Context: an optimization exercise on an open-source flow, tuned for small area, a short achievable clock period and few clock cycles. The choices shown serve that exercise and are no tape-out recipe. In this exercise RTL edits were held to simulation tests only and were not proved equivalent to the original. Power and IR drop assume default switching activity.

Design rs485_frame_asm, start of the top module:
module rs485_frame_asm (
    input  wire         clk,
    input  wire         rst,
    input  wire [255:0] addr_map,
    input  wire         in_valid,
    input  wire [7:0]   in_data,
    output wire         in_ready,
    output wire         out_valid,
    output wire [7:0]   out_data,
    output wire         out_last,
    input  wire         out_ready,
    output wire         idle
);
Size: ~280 I/O pins, about 0.079 mm^2 of cells after synthesis.
export LEC_CHECK = 0
export CAP_MARGIN = 20
export CORE_MARGIN = 2
export CORE_UTILIZATION = 60
export CTS_CLUSTER_DIAMETER = 80
export CTS_CLUSTER_SIZE = 24
export PLACE_DENSITY = 0.7
export SLEW_MARGIN = 20
export SYNTH_MEMORY_MAX_BITS = 4096
create_clock -name core_clock -period 12.0 [get_ports {clk}]
standard.sh (not shown) runs the stock make flow with config.mk's settings and CLKGATE_MAP_FILE= SYNTH_SCRIPT=/design/flow/synth_recipe.tcl, a recipe that flattens the netlist after the stock synthesis.
==> flow/flow/run.sh <==
#!/bin/bash
set -euo pipefail
bash standard.sh SETUP_SLACK_MARGIN=8 \
  "BUFFER_PORTS_ARGS=-buffer_cell sky130_fd_sc_hd__buf_1" \
  "CTS_ARGS=-sink_clustering_enable -repair_clock_nets -sink_clustering_size 16 -sink_clustering_max_diameter 60 -dont_use_dummy_load -buf_list sky130_fd_sc_hd__clkbuf_8" \
  finish > standard_flow.log 2>&1
Testbench counts at the start, summed over its fixed seeds: cycles 17,074.
Edit:
--- a/flow/design.v
+++ b/flow/design.v
@@ -38,23 +38,24 @@
     endfunction
     function [8:0] subm;
         input [8:0] a;
         input [8:0] b;
         reg [9:0] d;
         begin
             d = {1'b0, a} - {1'b0, b};
             subm = d[9] ? (d[8:0] + 9'd261) : d[8:0];
         end
     endfunction
     reg [8*R-1:0] ring;
-    reg [8:0]     T;              
+    reg [8:0]     Tn;             
+    reg [8:0]     Tnn;            
     reg [255:0]   addr_mask;
     reg [7:0]     ib0, ib1;       
     reg [1:0]     icnt;
     reg           in_ready_r;
     reg [8:0]     wp;             
     reg           pbv;            
     reg [7:0]     pb;
     reg           pia_r;          
     reg           pins_v;         
     reg [2:0]     pins_q;         
     reg           pdead;          
@@ -93,23 +94,22 @@
     reg [8:0]     rd_rem;         
     reg [8:0]     rd_st;          
     reg           out_valid_r, out_last_r;
     reg [7:0]     out_data_r;
     reg           idle_r;
     assign in_ready  = in_ready_r;
     assign out_valid = out_valid_r;
     assign out_data  = out_data_r;
     assign out_last  = out_last_r;
     assign idle      = idle_r;
     integer k, j;
-    wire [8:0] Tn = inc9(T);      
     wire       pend   = (qm != qt);
     wire       q_emitted = (qh != qm);
     wire [3:0] qcount = qt - qh;
     wire       q_full = (qcount == 4'd8);
     wire [3:0] qt_m1  = qt - 4'd1;
     wire [2:0] qx_i   = ins_v ? qt_m1[2:0] : qm[2:0];
     wire [8:0] qx     = qs[qx_i];
     wire [8:0] P0s    = qx;
     wire [8:0] tls    = qx;
     reg blocked;
     always @(*) begin
@@ -286,23 +286,24 @@
             end
         end
     end
     always @(posedge clk) begin
         ring <= {ring[8*(R-1)-1:0], live_consume ? ib0 : rtap};
     end
     wire push = in_valid & in_ready_r;
     wire [1:0] icnt_n = icnt + {1'b0, push} - {1'b0, live_consume};
     always @(posedge clk) begin
         if (rst) begin
             addr_mask <= addr_map;
-            T <= 9'd0;
+            Tn  <= 9'd1;
+            Tnn <= 9'd2;
             sync_r <= 1'b0;
             cons_last <= 1'b0;
             wl0 <= 1'b0;
             wl1 <= 1'b0;
             icnt <= 2'd0;
             in_ready_r <= 1'b0;
             wp <= 9'd0;
             pbv <= 1'b0;
             pia_r <= 1'b0;
             pins_v <= 1'b0;
             pdead <= 1'b0;
@@ -312,31 +313,32 @@
             ef <= 1'b0;
             ov_v <= 1'b0;
             ovh_v <= 1'b0;
             ov_skip <= 1'b0;
             rsk <= 1'b0;
             ins_v <= 1'b0;
             resc <= 1'b0;
             ord_v <= 1'b0;
             out_valid_r <= 1'b0;
             idle_r <= 1'b1;
         end else begin
-            T <= Tn;
+            Tn  <= Tnn;
+            Tnn <= inc9(Tnn);
             pia_r <= prev_isaddr;
             wl0 <= m_wp0;
             wl1 <= m_wp1;
             cons_last <= live_consume;
-            sync_r <= live_consume | (wp == inc9(Tn));
+            sync_r <= live_consume | (wp == Tnn);
             icnt <= icnt_n;
             in_ready_r <= (icnt_n != 2'd2);
-            if (live_consume) wp <= inc9(Tn);
+            if (live_consume) wp <= Tnn;
             if (consume) begin
                 pbv         <= 1'b1;
                 pins_v      <= ins_fast;
                 pdead       <= 1'b0;
             end else if (sp_ins) begin
                 pins_v      <= 1'b1;
             end else if (ins_v) begin
                 pins_v      <= 1'b0;
             end else if (pins_em) begin
                 pins_v      <= 1'b0;
                 pdead       <= 1'b1;
@@ -401,23 +403,23 @@
             if (rd_take) out_valid_r <= 1'b1;
             else if (out_ready) out_valid_r <= 1'b0;
             idle_r <= quiet & ~push;
         end
     end
     always @(posedge clk) begin
         lp_03 <= (nb == 8'h03);
         for (k = 0; k < K; k = k + 1) begin
             lp_done[k] <= done_nx[k];
             lp_pass[k] <= (crc_nx[k] == {8'h00, nb});
         end
-        pf_st <= subm(inc9(Tn), qs[qh[2:0]]);
+        pf_st <= subm(Tnn, qs[qh[2:0]]);
         case (icnt)
             2'd0: if (push) ib0 <= in_data;
             2'd1: begin
                 if (push && live_consume) ib0 <= in_data;
                 else if (push) ib1 <= in_data;
             end
             default: if (live_consume) ib0 <= ib1;
         endcase
         if (consume) pb <= cbyte;
         if (consume || sp_ins) pins_q <= qt[2:0];
         for (k = 0; k < K; k = k + 1) begin
=> Final cell count falls slightly; total power came out lower slightly; non-clock buffer count fell by 29; worst setup slack loses 0.027 ns; die area went down slightly.
Testbench counts after the change, summed over its fixed seeds: cycles 17,074.

---

rs485_frame_asm, a different RTL version from the one above (not shown whole).
For scale: ~5400 cells after synthesis, roughly 2800 flip-flops, about 280 I/O pins, roughly 83000 um^2 of cells after synthesis.
clock: 12.0 ns
lec_check: 0
cap_margin: 20
core_margin: 2
core_utilization: 60
cts_cluster_diameter: 80
cts_cluster_size: 24
place_density: 0.7
setup_slack_margin: 5
slew_margin: 20
synth_memory_max_bits: 4096
run.sh (not shown) runs the stock make flow with config.mk's settings and CLKGATE_MAP_FILE= SYNTH_SCRIPT=/design/flow/synth_recipe.tcl, a recipe that flattens the netlist after the stock synthesis.
Stock flow here: none of the scripts above is used.
Testbench counts at the start, summed over its fixed seeds: cycles 17,061.
Change:
--- a/flow/design.v
+++ b/flow/design.v
@@ -59,18 +59,21 @@
     reg [K-1:0]   ev;             
     reg [K-1:0]   enk;            
     reg [8:0]     est  [0:K-1];   
     reg [15:0]    ecrc [0:K-1];
     reg [8:0]     erem [0:K-1];   
     reg [3:0]     eb   [0:K-1];   
     reg [K-1:0]   ehv;            
     reg [2:0]     ehq  [0:K-1];   
     reg [K*K-1:0] older;          
+    reg [K-1:0]   lp_done;        
+    reg [K-1:0]   lp_pass;        
+    reg           lp_03;
     reg [8:0]     qs [0:7];       
     reg [8:0]     qe [0:7];       
     reg [3:0]     qh, qm, qt;     
     reg           ef;             
     reg           ov_v;           
     reg [8:0]     ov;
     reg           ovh_v;          
     reg [2:0]     ovh_q;
     reg           ins_v;          
@@ -132,20 +135,20 @@
     wire live_consume = ~resc & (icnt != 2'd0) & ~ins_v & ~trig_cond & can_write;
     wire resc_consume = resc & (rs == Tn) & (rs != wp) & ~ins_v;
     wire consume = live_consume | resc_consume;
     wire [7:0] cbyte = resc ? rtap : ib0;
     wire [8:0] cslot = resc ? rs : Tn;
     wire       prev_isaddr = pbv & addr_mask[pb];
     reg [K-1:0] e_done, e_pass;
     always @(*) begin
         for (k = 0; k < K; k = k + 1) begin
-            e_done[k] = ev[k] & enk[k] & (erem[k] == 9'd1);
-            e_pass[k] = e_done[k] & (ecrc[k][15:8] == 8'h00) & (ecrc[k][7:0] == cbyte);
+            e_done[k] = ev[k] & lp_done[k];
+            e_pass[k] = e_done[k] & lp_pass[k];
         end
     end
     reg [K-1:0] p1_oh, p2_oh;
     reg [1:0]   p1_i, p2_i;
     reg         p1_v, p2_v;
     always @(*) begin
         for (k = 0; k < K; k = k + 1) begin
             p1_oh[k] = e_pass[k];
             for (j = 0; j < K; j = j + 1)
@@ -193,19 +196,19 @@
         end else if (sp_pop) begin
             tr_v = 1'b1; tr_s = tls;
             for (k = 0; k < K; k = k + 1)
                 tr_kill[k] = (eb[k] == qt);
         end else if (sp_trunc) begin
             tr_v = 1'b1; tr_s = ins_s;
             tr_kill = ins_nw;
         end
     end
-    wire cr_want = consume & prev_isaddr & (cbyte == 8'h03);
+    wire cr_want = consume & prev_isaddr & lp_03;
     wire       nh_v = ins_fast | pins_v;
     wire [2:0] nh_q = ins_fast ? qt[2:0] : pins_q;
     wire       pins_em = pins_v & emit & (pins_q == qm[2:0]);
     wire       nh_dead = pdead | pins_em;
     reg [1:0] free_i;
     reg       free_v;
     always @(*) begin
         free_v = 1'b0; free_i = 2'd0;
         for (k = K - 1; k >= 0; k = k - 1)
@@ -228,18 +231,42 @@
     wire       rd_take  = ord_v & oal & out_free;
     wire       rd_lastb = (rd_s == rd_e);
     wire       q_emitted = (qh != qm);
     wire [3:0] qh1 = qh + 4'd1;
     wire       rd_next = (qh1 != qm);    
     reg  [8:0] pf_st;                    
     wire [8:0] rd_st_inc = (rd_st == RM) ? 9'd0 : rd_st + 9'd1;
     wire quiet = (icnt == 2'd0) & ~resc & ~ins_v & ~emit & ~trig_cond &
                  ~q_emitted & ~ord_v & ~out_valid_r;
+    wire [7:0] rtap2 = ring[8*(R-1)-1 -: 8];    
+    wire       la_resc = (resc & (rs != wp)) | trig_cond;
+    reg  [7:0] nb;
+    always @(*) begin
+        if (la_resc)                         nb = rtap2;
+        else if (live_consume)               nb = (icnt == 2'd2) ? ib1 : in_data;
+        else                                 nb = (icnt != 2'd0) ? ib0 : in_data;
+    end
+    reg [15:0] crc_nx [0:K-1];
+    reg [K-1:0] done_nx;
+    always @(*) begin
+        for (k = 0; k < K; k = k + 1) begin
+            if (cr_do && free_i == k[1:0]) begin
+                crc_nx[k]  = crcstep(pcrc, cbyte);
+                done_nx[k] = 1'b0;
+            end else if (consume && ev[k]) begin
+                crc_nx[k]  = crcstep(ecrc[k], cbyte);
+                done_nx[k] = enk[k] & (erem[k] == 9'd2);
+            end else begin
+                crc_nx[k]  = ecrc[k];
+                done_nx[k] = enk[k] & (erem[k] == 9'd1);
+            end
+        end
+    end
     always @(posedge clk) begin
         ring <= {ring[8*(R-1)-1:0], live_consume ? ib0 : rtap};
     end
     wire push = in_valid & in_ready_r;
     wire [1:0] icnt_n = icnt + {1'b0, push} - {1'b0, live_consume};
     always @(posedge clk) begin
         if (rst) begin
             addr_mask <= addr_map;
             T <= 9'd0;
@@ -262,18 +289,23 @@
             ovh_v <= 1'b0;
             ins_v <= 1'b0;
             resc <= 1'b0;
             ord_v <= 1'b0;
             out_valid_r <= 1'b0;
             idle_r <= 1'b1;
         end else begin
             T <= Tn;
             pia_r <= prev_isaddr;
+            lp_03 <= (nb == 8'h03);
+            for (k = 0; k < K; k = k + 1) begin
+                lp_done[k] <= done_nx[k];
+                lp_pass[k] <= (crc_nx[k] == {8'h00, nb});
+            end
             wl0 <= m_wp0;
             wl1 <= m_wp1;
             cons_last <= live_consume;
             sync_r <= live_consume | (wp == inc9(Tn));
             pf_st <= subm(inc9(Tn), qs[qh1[2:0]]);
             icnt <= icnt_n;
             in_ready_r <= (icnt_n != 2'd2);
             case (icnt)
                 2'd0: if (push) ib0 <= in_data;
Outcome:
- power climbs by 3.1%
- sequential share of layout area drops by 0.63 points
- via count climbs by 4.1%
- cell count climbs by 4.0%
- wire length climbs by 1.5%
Testbench counts after the change, summed over its fixed seeds: cycles 17,061.

---

lane 4:
Another version of the RTL of rs485_frame_asm (not shown whole).
Size: roughly 6600 cells after synthesis, ~2800 flip-flops, ~280 I/O pins.
// rs485_frame_asm
module rs485_frame_asm (
    input  wire         clk,
    input  wire         rst,
    input  wire [255:0] addr_map,
    input  wire         in_valid,
    input  wire [7:0]   in_data,
    output wire         in_ready,
    output wire         out_valid,
    output wire [7:0]   out_data,
    output wire         out_last,
    input  wire         out_ready,
    output wire         idle
);
clock: 12.0 ns
lec_check: 0
abc_area: 1
cap_margin: 20
core_margin: 2
core_utilization: 60
cts_cluster_diameter: 80
cts_cluster_size: 24
place_density: 0.7
slew_margin: 20
synth_memory_max_bits: 4096
standard.sh (not shown) runs the stock make flow with config.mk's settings and CLKGATE_MAP_FILE= SYNTH_SCRIPT=/design/flow/synth_recipe.tcl, a recipe that flattens the netlist after the stock synthesis.
Scripts as last shown in full above: flow/flow/run.sh
Testbench counts of lane 4, summed over its fixed seeds: cycles 17,077.
Relative to lane 4, the following input files were edited for lane 3:
--- a/flow/design.v
+++ b/flow/design.v
@@ -3,27 +3,27 @@
     input  wire         rst,
     input  wire [255:0] addr_map,
     input  wire         in_valid,
     input  wire [7:0]   in_data,
     output wire         in_ready,
     output wire         out_valid,
     output wire [7:0]   out_data,
     output wire         out_last,
     input  wire         out_ready,
     output wire         idle
 );
-    localparam integer R  = 264;         
+    localparam integer R  = 261;         
     localparam integer TD = 3;           
     localparam integer NT = R >> TD;
     localparam integer K  = 3;           
-    localparam [8:0]   RM = 9'd263;
+    localparam [8:0]   RM = 9'd260;
     function [15:0] crcstep;
         input [15:0] c;
         input [7:0]  b;
         integer i;
         reg [15:0] r;
         begin
             r = c ^ {8'h00, b};
             for (i = 0; i < 8; i = i + 1)
                 r = r[0] ? ((r >> 1) ^ 16'hA001) : (r >> 1);
             crcstep = r;
         end
@@ -34,23 +34,23 @@
     endfunction
     function [8:0] dec9;
         input [8:0] x;
         dec9 = (x == 9'd0) ? RM : x - 9'd1;
     endfunction
     function [8:0] subm;
         input [8:0] a;
         input [8:0] b;
         reg [9:0] d;
         begin
             d = {1'b0, a} - {1'b0, b};
-            subm = d[9] ? (d[8:0] + 9'd264) : d[8:0];
+            subm = d[9] ? (d[8:0] + 9'd261) : d[8:0];
         end
     endfunction
     reg [8*R-1:0] ring;
     reg [8:0]     Tn;             
     reg [8:0]     Tnn;            
     reg [255:0]   addr_mask;
     reg [7:0]     ib0, ib1;       
     reg [1:0]     icnt;
     reg           in_ready_r;
     reg [8:0]     wp;             
     reg           pbv;            
@@ -87,24 +87,22 @@
     reg           ov_skip;        
     reg           rsk;            
     reg [1:0]     rsk_i;
     reg [8:0]     rsk_rem;
     reg           ord_v;          
     reg [8:0]     rd_s;
     reg [1:0]     rd_i;           
     reg [8:0]     rd_rem;         
     reg [8:0]     rd_st;          
     reg           out_valid_r, out_last_r;
     reg [7:0]     out_data_r;
-    reg           out_last_h;
-    reg [7:0]     out_data_h;
     reg           idle_r;
     assign in_ready  = in_ready_r;
     assign out_valid = out_valid_r;
     assign out_data  = out_data_r;
     assign out_last  = out_last_r;
     assign idle      = idle_r;
     integer k, j;
     wire       pend   = (qm != qt);
     wire       q_emitted = (qh != qm);
     wire [3:0] qcount = qt - qh;
     wire       q_full = (qcount == 4'd8);
@@ -492,19 +490,17 @@
             if (rd_i != 2'd3) rd_i <= rd_i + 2'd1;
             if (rd_i == 2'd2) rd_rem <= {1'b0, obyte} + 9'd2;
             else rd_rem <= rd_rem - 9'd1;
             if (rd_lastb) begin
                 rd_s  <= qs[qh[2:0]];
                 rd_i  <= 2'd0;
                 rd_st <= pf_st;
             end
         end else begin
             rd_st <= rd_st_inc;
         end
-        out_data_r <= rd_take ? obyte : out_data_h;
-        out_last_r <= rd_take ? rd_lastb : out_last_h;
-        if (rd_take || !out_valid_r) begin
-            out_data_h <= obyte;
-            out_last_h <= rd_lastb;
+        if (rd_take) begin
+            out_data_r  <= obyte;
+            out_last_r  <= rd_lastb;
         end
     end
 endmodule
==> summary.txt <==
Between lane 3 and lane 4, the clock buffer and inverter area fraction after layout figures differ only marginally.
[lane 3] number of buffers inserted during clock tree synthesis fell 2 relative to lane 4
Compared lane 3 against lane 4; synthesized netlist net count within noise.
~same final cell count in lane 3 and lane 4
Start-to-end type of the worst setup path: reg -> out -> lane 3, reg -> reg -> lane 4
Compared to lane 4, lane 3 has number of nets in the final layout 24 lower.
Lane 3 vs lane 4 — part of the total power dissipated in combinational logic dropped 0.9 points.
Looking at effective utilization at floorplan, lane 3 sits below lane 4.
Post-synthesis compound-gate area fraction essentially unchanged between lane 3 and lane 4.
Looking at net switching power across both flows, lane 3 is the stronger of the two, with lane 4 trailing.
Testbench counts of lane 3, summed over its fixed seeds: cycles 17,074.

-- static timing again, ports no longer ideal --
No port has a modelled driver above. Below, the same layouts with a new extraction and two added sets of constraints. Step 1 (the two cells are an assumption about what drives the block):
set clk [get_ports {clk}]
set_driving_cell -lib_cell sky130_fd_sc_hd__clkbuf_16 $clk
set_driving_cell -lib_cell sky130_fd_sc_hd__buf_2 [delete_from_list [all_inputs] $clk]
Step 2 also shifts input and output timing later by t, the mid clock arrival at the registers, as if the neighbouring blocks saw the same clock. Three values: ideal, step 1, step 2; two values: the first two.
run	t (ns)	setup slack, ns	worst setup path at the end
the first run of note 1	0.954	7.985 / 7.904 / 7.134	input to register
the second run of note 1	0.932	7.959 / 7.890 / 7.132	input to register
the first run of note 2	0.873	5.482 / 5.482 / 5.482	register to register
the second run of note 2	0.855	6.412 / 6.412 / 6.412	register to register
lane 4	0.977	8.010 / 8.010 / 7.153	input to register
lane 3	0.960	8.069 / 8.001 / 7.210	input to register
After both steps every run listed still meets setup and hold. The setup slack of lane 3, which loses most, moves by -0.068 ns with the drivers and by -0.859 ns with both steps.
